This is an optimization exercise on Yosys and OpenROAD, whose aim is small area, a short achievable clock period and few clock cycles per item, not a production implementation. The RTL was checked by simulation tests, not by an equivalence proof against the original design.

==> v2: inputs <==
## himg_qmap
module himg_qmap (
    input  wire        clk,
    input  wire        rst,         
    input  wire        in_valid,
    output wire        in_ready,
    input  wire [1:0]  in_op,
    input  wire [15:0] in_data,
    output wire        out_valid,
    input  wire        out_ready,
    output wire [15:0] out_data
);
    reg  [15:0] step;
    reg  [10:0] qmaxn, qmaxp;    
    reg         o1_v, o2_v;
    reg  [15:0] o1_d, o2_d;
    wire        en = ~o2_v;           
    reg         s0_v;
    reg  [1:0]  s0_op;
    reg  [15:0] s0_d;
    wire        cfg_wait;
    wire [15:0] s0_step = (s0_v & (s0_op == 2'd2)) ? s0_d : step;
    wire [6:0]  s0_dq   = (s0_d > 16'd100) ? 7'd0 : 7'd100 - s0_d[6:0];    
    reg         in_ready_r;
    assign in_ready  = in_ready_r;
    assign out_valid = o1_v;
    assign out_data  = o1_d;
    wire [6:0]  in_cabs = ~in_data[7] ? in_data[6:0] :
                          (in_data[6:0] == 7'd0) ? 7'd127 : 7'd0 - in_data[6:0];
    always @(posedge clk) begin
        if (rst) begin
            s0_v <= 1'b0;
        end else if (en & ~cfg_wait) begin
            s0_v <= in_valid;
        end
        if (en & ~cfg_wait) begin
            s0_op <= in_op;
            s0_d  <= {in_data[15:7], (in_op == 2'd1) ? in_cabs : in_data[6:0]};
        end
    end
    always @(posedge clk) begin
        if (rst)
            step <= 16'd1;
        else if (en & ~cfg_wait & s0_v & (s0_op == 2'd2))
            step <= s0_d;
    end
    wire [0:0] dec_vo;
    wire [1:0] dec_ko;
    wire [0:0] dec_nego;
    wire [15:0] dec_Ro;
    wire [6:0] dec_co;
    wire [15:0] d10_Ro;
    wire [10:0] d10_qo;
    wire [15:0] dC_Ro;
    reg  [15:0] step_g0;
    reg  [6:0] dq_1;
    reg  [15:0] p1_R;
    reg  [6:0] p1_c;
    reg  [1:0] p1_k;
    reg  [0:0] p1_neg;
    reg  [0:0] p1_q;
    wire [10:0] p1_q_z = {10'd0, p1_q};
    reg  [0:0] p1_v;
    wire [15:0] d9_Ro;
    wire [10:0] d9_qo;
    wire [15:0] dY_Ro;
    reg  [15:0] p2_R;
    reg  [6:0] p2_c;
    reg  [1:0] p2_k;
    reg  [0:0] p2_neg;
    reg  [1:0] p2_q;
    wire [10:0] p2_q_z = {9'd0, p2_q};
    reg  [0:0] p2_v;
    wire [15:0] d8_Ro;
    wire [10:0] d8_qo;
    wire [15:0] dT_Ro;
    reg  [15:0] p3_R;
    reg  [1:0] p3_k;
  ...
Settings: LEC_CHECK=0, ABC_AREA=1, CAP_MARGIN=20, CORE_MARGIN=2, CORE_UTILIZATION=55, PLACE_DENSITY=0.65, SLEW_MARGIN=20; clock period 14.0 ns.
run.sh (not shown) runs the stock make flow with config.mk's settings and CLKGATE_MAP_FILE= SYNTH_SCRIPT=/design/flow/synth_recipe.tcl, a recipe that flattens the netlist after the stock synthesis.
==> v9: changes against v2 <==
--- a/flow/config.mk
+++ b/flow/config.mk
@@ -9,5 +9,5 @@
 export CAP_MARGIN = 20
 export CORE_MARGIN = 2
-export CORE_UTILIZATION = 55
-export PLACE_DENSITY = 0.65
+export CORE_UTILIZATION = 65
+export PLACE_DENSITY = 0.75
 export SLEW_MARGIN = 20
==> qor summary <==
| metric | v2 | v9 |
|---|---|---|
| Status | no timing/DRC/antenna violations | no timing/DRC/antenna violations |
| Rel. slew slack | 21.9% | 24.1% |
| Area of the placeable core | 0.106 mm² | 0.0899 mm² |
| Register clock-pin slew on the reported worst setup and hold paths | 0.06 ns | 0.07 ns |
| Worst Clk Skew | 0.0545 ns | 0.0257 ns |
| CP endpoint | p2_R[12] | p1_R[11] |
| Post-Route WL | 151 mm | 159 mm |
| Number of tap cells inserted | 1391 | 1176 |
| Crit path depth | 14 | 24 |
| FF-to-FF setup slack | 9.36 ns | 9.33 ns |
| Required time of the worst setup path | 14.41 ns | 14.46 ns |
| Fraction of cell area in non-clock buffers | 0.946% | 0.962% |
| Row cnt | 119 | 110 |
| Number of antenna violations at the first check in global routing | 1 | 4 |
| Die area | 0.110 mm² | 0.0929 mm² |
| Share of post-route cells with drive strength above 1 | 4.01% | 4.00% |
| Worst-path maximum fanout | 18 | 10 |
| Placed instance area | 0.0606 mm² | 0.0603 mm² |
| Total area of sequential cells | 0.0222 mm² | 0.0222 mm² |
| Wire length of the first global-routing pass | 242 mm | 251 mm |
| Source of the worst hold timing path | p7_q[2] | p7_q[3] |
Testbench counts of v2, summed over its fixed seeds: cycles 3,376, items 3,072.
Testbench counts of v9, summed over its fixed seeds: cycles 3,376, items 3,072.

========
==> inputs of run a <==
Another version of the RTL of himg_qmap (not shown whole).
clock: 14.0 ns
lec_check: 0
cap_margin: 20
core_margin: 2
core_utilization: 55
place_density: 0.65
slew_margin: 20
==> run b (differences from run a) <==
- CAP_MARGIN: 20 -> 50
- SLEW_MARGIN: 20 -> 70
==> summary of the runs <==
Of run b and run a, run b has the higher wire length (gap about 1.5%, measured against run a). In fmax, run b and run a hardly differ. Against run b, the setup slack of run a is higher by 0.0081 ns. Against run a, the via count of run b is larger by about 1.3%. Cell area: run a is lower than run b (about 2.8%). Against run b, the global-route usage of run a is lower by 0.40 points. Die area is the same in run a and run b. Against run a, the non-clock buffer count of run b is higher by 116. Of run a and run b, run b has the higher core utilization (gap 1.7 points).
==> figures <==
| quantity | run b | run a |
|---|---|---|
| Standard cell area after detailed placement | 58300 sq um | 57200 sq um |
| Fraction of layout instances using a drive strength above 1 | 9.17% | 5.74% |
| WHS Endpoint | p17_neg | p2_c[6] |
| Met1 Track Usage GR | 35.3% | 34.8% |
| Top metal layer carrying routed signals | met5 | met4 |
| Sequential fraction of total cell area | 34.1% | 35.0% |
| Clock network share of area | 4.80% | 4.61% |
| Post-DR vias/cell | 5.73 | 5.75 |
| Total wirelength of the detailed-routed design | 133000 um | 131000 um |
| Maximum number of pins on one net before global-route repair | 61 | 180 |
| Post-layout net count | 6458 | 6343 |
| Outcome | no timing/DRC/antenna violations | no timing/DRC/antenna violations |
| Layout-to-synthesis area ratio | 1.111x | 1.080x |
| Layout Utilization | 61.6% | 59.8% |
| Wire length of the first global-routing pass | 214000 um | 211000 um |
| Area taken by flip-flops and latches | 21000 sq um | 21000 sq um |
Testbench counts of run a, summed over its fixed seeds: cycles 3,568, items 3,072.
Testbench counts of run b, summed over its fixed seeds: cycles 3,568, items 3,072.

========
==> job 1282 <==
himg_qmap, a different RTL version from the one above (not shown whole).
clock: 14.0 ns
lec_check: 0
cap_margin: 20
core_margin: 2
core_utilization: 65
place_density: 0.75
slew_margin: 20
==> job 8688: changes against job 1282 <==
--- a/flow/design.v
+++ b/flow/design.v
@@ -144,14 +144,16 @@
     reg  [1:0] p11_k;
     reg  [0:0] p11_neg;
     reg  [10:0] p11_q;
     reg  [0:0] p11_v;
     wire [15:0] rnd_mo;
     wire [0:0] rnd_topo;
     reg  [6:0] dq_12;
+    reg  [10:0] t64_12, t128_12;
+    wire [19:0] dqk_12 = {p11_R[6:0], 12'd0} + {p11_R[6:0], 10'd0} + {p11_R[6:0], 7'd0} - {p11_R[6:0], 2'd0} - {13'd0, p11_R[6:0]};
     reg  [1:0] p12_k;
     reg  [15:0] p12_m;
     reg  [0:0] p12_neg;
     reg  [0:0] p12_top;
     reg  [0:0] p12_v;
     wire [16:0] s6_Do;
     wire [13:0] s6_Qo;
@@ -911,20 +913,25 @@
             qmaxn <= 11'd2047;
             qmaxp <= 11'd2047;
         end else if (en & p11_v & (p11_k == 2'd2)) begin
             qmaxn <= p11_q;
             qmaxp <= p11_q - {10'd0, (p11_R == 16'd0)};
         end
     always @(posedge clk) if (en & p11_v & (p11_k == 2'd3)) dq_12 <= p11_R[6:0];
+    always @(posedge clk) if (en & p11_v & (p11_k == 2'd3)) begin
+        t64_12  <= 11'd64 + {2'd0, dqk_12[19:11]};
+        t128_12 <= 11'd128 + dqk_12[19:9];
+    end
     always @(posedge clk) if (en) p12_k <= p11_k;
     always @(posedge clk) if (en) p12_m <= rnd_mo;
     always @(posedge clk) if (en) p12_neg <= p11_neg;
     always @(posedge clk) if (en) p12_top <= rnd_topo;
     always @(posedge clk) if (rst) p12_v <= 1'b0; else if (en) p12_v <= p11_v;
     wire        s6_isd = (p12_k == 2'd1);
+    wire        s6_acc = (p12_m[10:0] > t64_12) & ~p12_k[0];
     wire [10:0] s6_am1 = p12_m[10:0];
     wire [6:0] s6_ak2 = dq_12 + 7'd25;
     wire s6_as3 = ~s6_am1[0] ^ ~s6_am1[1];
     wire s6_ac4 = ~s6_am1[0] & ~s6_am1[1];
     wire s6_as5 = ~s6_am1[1] ^ ~s6_am1[2];
     wire s6_ac6 = ~s6_am1[1] & ~s6_am1[2];
     wire s6_as7 = s6_ak2[0] ^ ~s6_am1[2] ^ ~s6_am1[3];
@@ -1013,69 +1020,17 @@
     wire s6_as90 = s6_as68 ^ 1'b1 ^ s6_ac67;
     wire s6_ac91 = (s6_as68 & 1'b1) | (s6_as68 & s6_ac67) | (1'b1 & s6_ac67);
     wire s6_as92 = ~s6_am1[10] ^ s6_ac69;
     wire s6_ac93 = ~s6_am1[10] & s6_ac69;
     wire [15:0] s6_ax94 = {s6_ac93, s6_as92, s6_as90, s6_as88, s6_as86, s6_as84, s6_as82, s6_as80, s6_as78, s6_as76, s6_as74, s6_as72, s6_as70, ~s6_am1[2], ~s6_am1[1], ~s6_am1[0]};
     wire [15:0] s6_ay95 = {1'b0, s6_ac91, s6_ac89, s6_ac87, s6_ac85, s6_ac83, s6_ac81, s6_ac79, s6_ac77, s6_ac75, s6_ac73, s6_ac71, 1'b1, 1'b0, 1'b0, 1'b1};
     wire [15:0] s6_asum96 = s6_ax94 + s6_ay95;
-    wire s6_as97 = dq_12[2] ^ ~s6_am1[6];
-    wire s6_ac98 = dq_12[2] & ~s6_am1[6];
-    wire s6_as99 = ~s6_am1[0] ^ ~s6_am1[1];
-    wire s6_ac100 = ~s6_am1[0] & ~s6_am1[1];
-    wire s6_as101 = ~s6_am1[1] ^ ~s6_am1[2];
-    wire s6_ac102 = ~s6_am1[1] & ~s6_am1[2];
-    wire s6_as103 = ~s6_am1[2] ^ ~s6_am1[3];
-    wire s6_ac104 = ~s6_am1[2] & ~s6_am1[3];
-    wire s6_as105 = ~s6_am1[3] ^ ~s6_am1[4] ^ ~s6_am1[7];
-    wire s6_ac106 = (~s6_am1[3] & ~s6_am1[4]) | (~s6_am1[3] & ~s6_am1[7]) | (~s6_am1[4] & ~s6_am1[7]);
-    wire s6_as107 = dq_12[0] ^ ~s6_am1[4] ^ ~s6_am1[5];
-    wire s6_ac108 = (dq_12[0] & ~s6_am1[4]) | (dq_12[0] & ~s6_am1[5]) | (~s6_am1[4] & ~s6_am1[5]);
-    wire s6_as109 = dq_12[1] ^ ~s6_am1[5] ^ ~s6_am1[6];
-    wire s6_ac110 = (dq_12[1] & ~s6_am1[5]) | (dq_12[1] & ~s6_am1[6]) | (~s6_am1[5] & ~s6_am1[6]);
-    wire s6_as111 = s6_as97 ^ ~s6_am1[7] ^ ~s6_am1[10];
-    wire s6_ac112 = (s6_as97 & ~s6_am1[7]) | (s6_as97 & ~s6_am1[10]) | (~s6_am1[7] & ~s6_am1[10]);
-    wire s6_as113 = dq_12[3] ^ ~s6_am1[7] ^ ~s6_am1[8];
-    wire s6_ac114 = (dq_12[3] & ~s6_am1[7]) | (dq_12[3] & ~s6_am1[8]) | (~s6_am1[7] & ~s6_am1[8]);
-    wire s6_as115 = dq_12[4] ^ ~s6_am1[8];
-    wire s6_ac116 = dq_12[4] & ~s6_am1[8];
-    wire s6_as117 = dq_12[5] ^ ~s6_am1[9];
-    wire s6_ac118 = dq_12[5] & ~s6_am1[9];
-    wire s6_as119 = dq_12[6] ^ ~s6_am1[10];
-    wire s6_ac120 = dq_12[6] & ~s6_am1[10];
-    wire s6_as121 = ~s6_am1[0] ^ ~s6_am1[3];
-    wire s6_ac122 = ~s6_am1[0] & ~s6_am1[3];
-    wire s6_as123 = s6_as99 ^ ~s6_am1[4] ^ 1'b1;
-    wire s6_ac124 = (s6_as99 & ~s6_am1[4]) | (s6_as99 & 1'b1) | (~s6_am1[4] & 1'b1);
-    wire s6_as125 = s6_as101 ^ ~s6_am1[5] ^ s6_ac100;
-    wire s6_ac126 = (s6_as101 & ~s6_am1[5]) | (s6_as101 & s6_ac100) | (~s6_am1[5] & s6_ac100);
-    wire s6_as127 = s6_as103 ^ ~s6_am1[6] ^ s6_ac102;
-    wire s6_ac128 = (s6_as103 & ~s6_am1[6]) | (s6_as103 & s6_ac102) | (~s6_am1[6] & s6_ac102);
-    wire s6_as129 = s6_as105 ^ 1'b1 ^ s6_ac104;
-    wire s6_ac130 = (s6_as105 & 1'b1) | (s6_as105 & s6_ac104) | (1'b1 & s6_ac104);
-    wire s6_as131 = s6_as107 ^ ~s6_am1[8] ^ s6_ac106;
-    wire s6_ac132 = (s6_as107 & ~s6_am1[8]) | (s6_as107 & s6_ac106) | (~s6_am1[8] & s6_ac106);
-    wire s6_as133 = s6_as109 ^ ~s6_am1[9] ^ s6_ac108;
-    wire s6_ac134 = (s6_as109 & ~s6_am1[9]) | (s6_as109 & s6_ac108) | (~s6_am1[9] & s6_ac108);
-    wire s6_as135 = s6_as111 ^ 1'b1 ^ s6_ac110;
-    wire s6_ac136 = (s6_as111 & 1'b1) | (s6_as111 & s6_ac110) | (1'b1 & s6_ac110);
-    wire s6_as137 = s6_as113 ^ s6_ac98 ^ s6_ac112;
-    wire s6_ac138 = (s6_as113 & s6_ac98) | (s6_as113 & s6_ac112) | (s6_ac98 & s6_ac112);
-    wire s6_as139 = s6_as115 ^ ~s6_am1[9] ^ s6_ac114;
-    wire s6_ac140 = (s6_as115 & ~s6_am1[9]) | (s6_as115 & s6_ac114) | (~s6_am1[9] & s6_ac114);
-    wire s6_as141 = s6_as117 ^ ~s6_am1[10] ^ s6_ac116;
-    wire s6_ac142 = (s6_as117 & ~s6_am1[10]) | (s6_as117 & s6_ac116) | (~s6_am1[10] & s6_ac116);
-    wire s6_as143 = s6_as119 ^ 1'b1 ^ s6_ac118;
-    wire s6_ac144 = (s6_as119 & 1'b1) | (s6_as119 & s6_ac118) | (1'b1 & s6_ac118);
-    wire [16:0] s6_ax145 = {1'b1, s6_ac120, s6_as143, s6_as141, s6_as139, s6_as137, s6_as135, s6_as133, s6_as131, s6_as129, s6_as127, s6_as125, s6_as123, s6_as121, ~s6_am1[2], ~s6_am1[1], ~s6_am1[0]};
-    wire [16:0] s6_ay146 = {1'b0, s6_ac144, s6_ac142, s6_ac140, s6_ac138, s6_ac136, s6_ac134, s6_ac132, s6_ac130, s6_ac128, s6_ac126, s6_ac124, s6_ac122, 1'b1, 1'b0, 1'b0, 1'b1};
-    wire [16:0] s6_asum147 = s6_ax145 + s6_ay146;
-    wire        s6_acc = s6_asum49[15] & ~p12_k[0];
     wire [15:0] s6_S   = s6_acc ? s6_asum49 : s6_asum96;
     wire [15:0] s6_res = p12_neg ? (p12_top ? 16'h8000 : 16'd0 - p12_m) : (p12_top ? 16'h7fff : p12_m);
-    assign s6_topo = s6_asum147[16];
+    assign s6_topo = p12_m[10:0] > t128_12;
     assign s6_Do = s6_isd ? {1'b0, s6_res} : p12_k[0] ? {1'b0, p12_m} : {s6_S[15], s6_S};
     assign s6_Qo = s6_acc ? {7'd0, dq_12} : 14'd0;
     assign s6_io = {6'd0, s6_acc};
     always @(posedge clk) if (en & p12_v & (p12_k == 2'd3)) dq_13 <= p12_m[6:0];
     always @(posedge clk) if (en) p13_D <= s6_Do[15:0];
     always @(posedge clk) if (en) p13_Q <= s6_Qo[6:0];
     always @(posedge clk) if (en) p13_i <= s6_io[0:0];
==> flow/config.mk (replaced) <==
export PLATFORM = sky130hd
export DESIGN_NAME = himg_qmap
export DESIGN_NICKNAME = himg_qmap
export VERILOG_FILES = /design/flow/design.v
export SDC_FILE = /design/flow/constraint.sdc
export NUM_CORES = 4
export LEC_CHECK = 0
export CAP_MARGIN = 50
export CORE_MARGIN = 2
export CORE_UTILIZATION = 55
export PLACE_DENSITY = 0.65
export SLEW_MARGIN = 70
==> job 4710: changes against job 1282 <==
==> flow/config.mk (replaced) <==
export PLATFORM = sky130hd
export DESIGN_NAME = himg_qmap
export DESIGN_NICKNAME = himg_qmap
export VERILOG_FILES = /design/flow/design.v
export SDC_FILE = /design/flow/constraint.sdc
export NUM_CORES = 4
export LEC_CHECK = 0
export ABC_AREA = 1
export CAP_MARGIN = 20
export CORE_MARGIN = 2
export CORE_UTILIZATION = 65
export PLACE_DENSITY = 0.75
export SLEW_MARGIN = 20
==> comparison <==
Job 8688 completed without violations. Job 1282 finished with timing, DRC and antenna clean. Job 4710 ran to the end with no violations.
Via count, lowest first: job 1282, job 8688, job 4710.
Cell count: job 1282 < job 8688 < job 4710.
First-iteration DRC count: job 4710 > job 1282 > job 8688.
Testbench counts of job 1282, summed over its fixed seeds: cycles 3,568, items 3,072.
Testbench counts of job 8688, summed over its fixed seeds: cycles 3,568, items 3,072.
Testbench counts of job 4710, summed over its fixed seeds: cycles 3,568, items 3,072.

-- port drivers added, routing unchanged --
The flow's constraints put no driver on any port. The routed layouts listed below were extracted and timed again, unchanged, in two steps. Step 1 assumes that a clkbuf_16 drives the clock port and a buf_2 every other input. Step 2 moves the port delays by t, midway between the first and last clock arrival at a register: inputs arrive t later, outputs are due t later. That takes back most of the time a late clock gives input paths. a / b / c = ideal / step 1 / step 2; a / b = the first two.
| run | t, ns | setup slack, ns | cell pins on the clock port's net |
|---|---|---|---|
| v2 | 0.735 | 9.361 / 9.361 / 9.101 | 1 |
| v9 | 0.726 | 9.332 / 9.332 / 9.076 | 1 |
| run a | 0.724 | 8.463 / 8.463 / 8.463 | 1 |
| run b | 0.725 | 8.455 / 8.455 / 8.455 | 1 |
| job 1282 | 0.708 | 7.712 / 7.712 / 7.712 | 1 |
| job 8688 | 0.721 | 8.834 / 8.834 / 8.834 | 1 |
| job 4710 | 0.693 | 8.655 / 8.655 / 8.369 | 1 |
After both steps every run listed still meets setup and hold. For job 4710, which loses most, drivers alone change the setup slack by 0.000 ns; drivers and shift together by -0.286 ns.
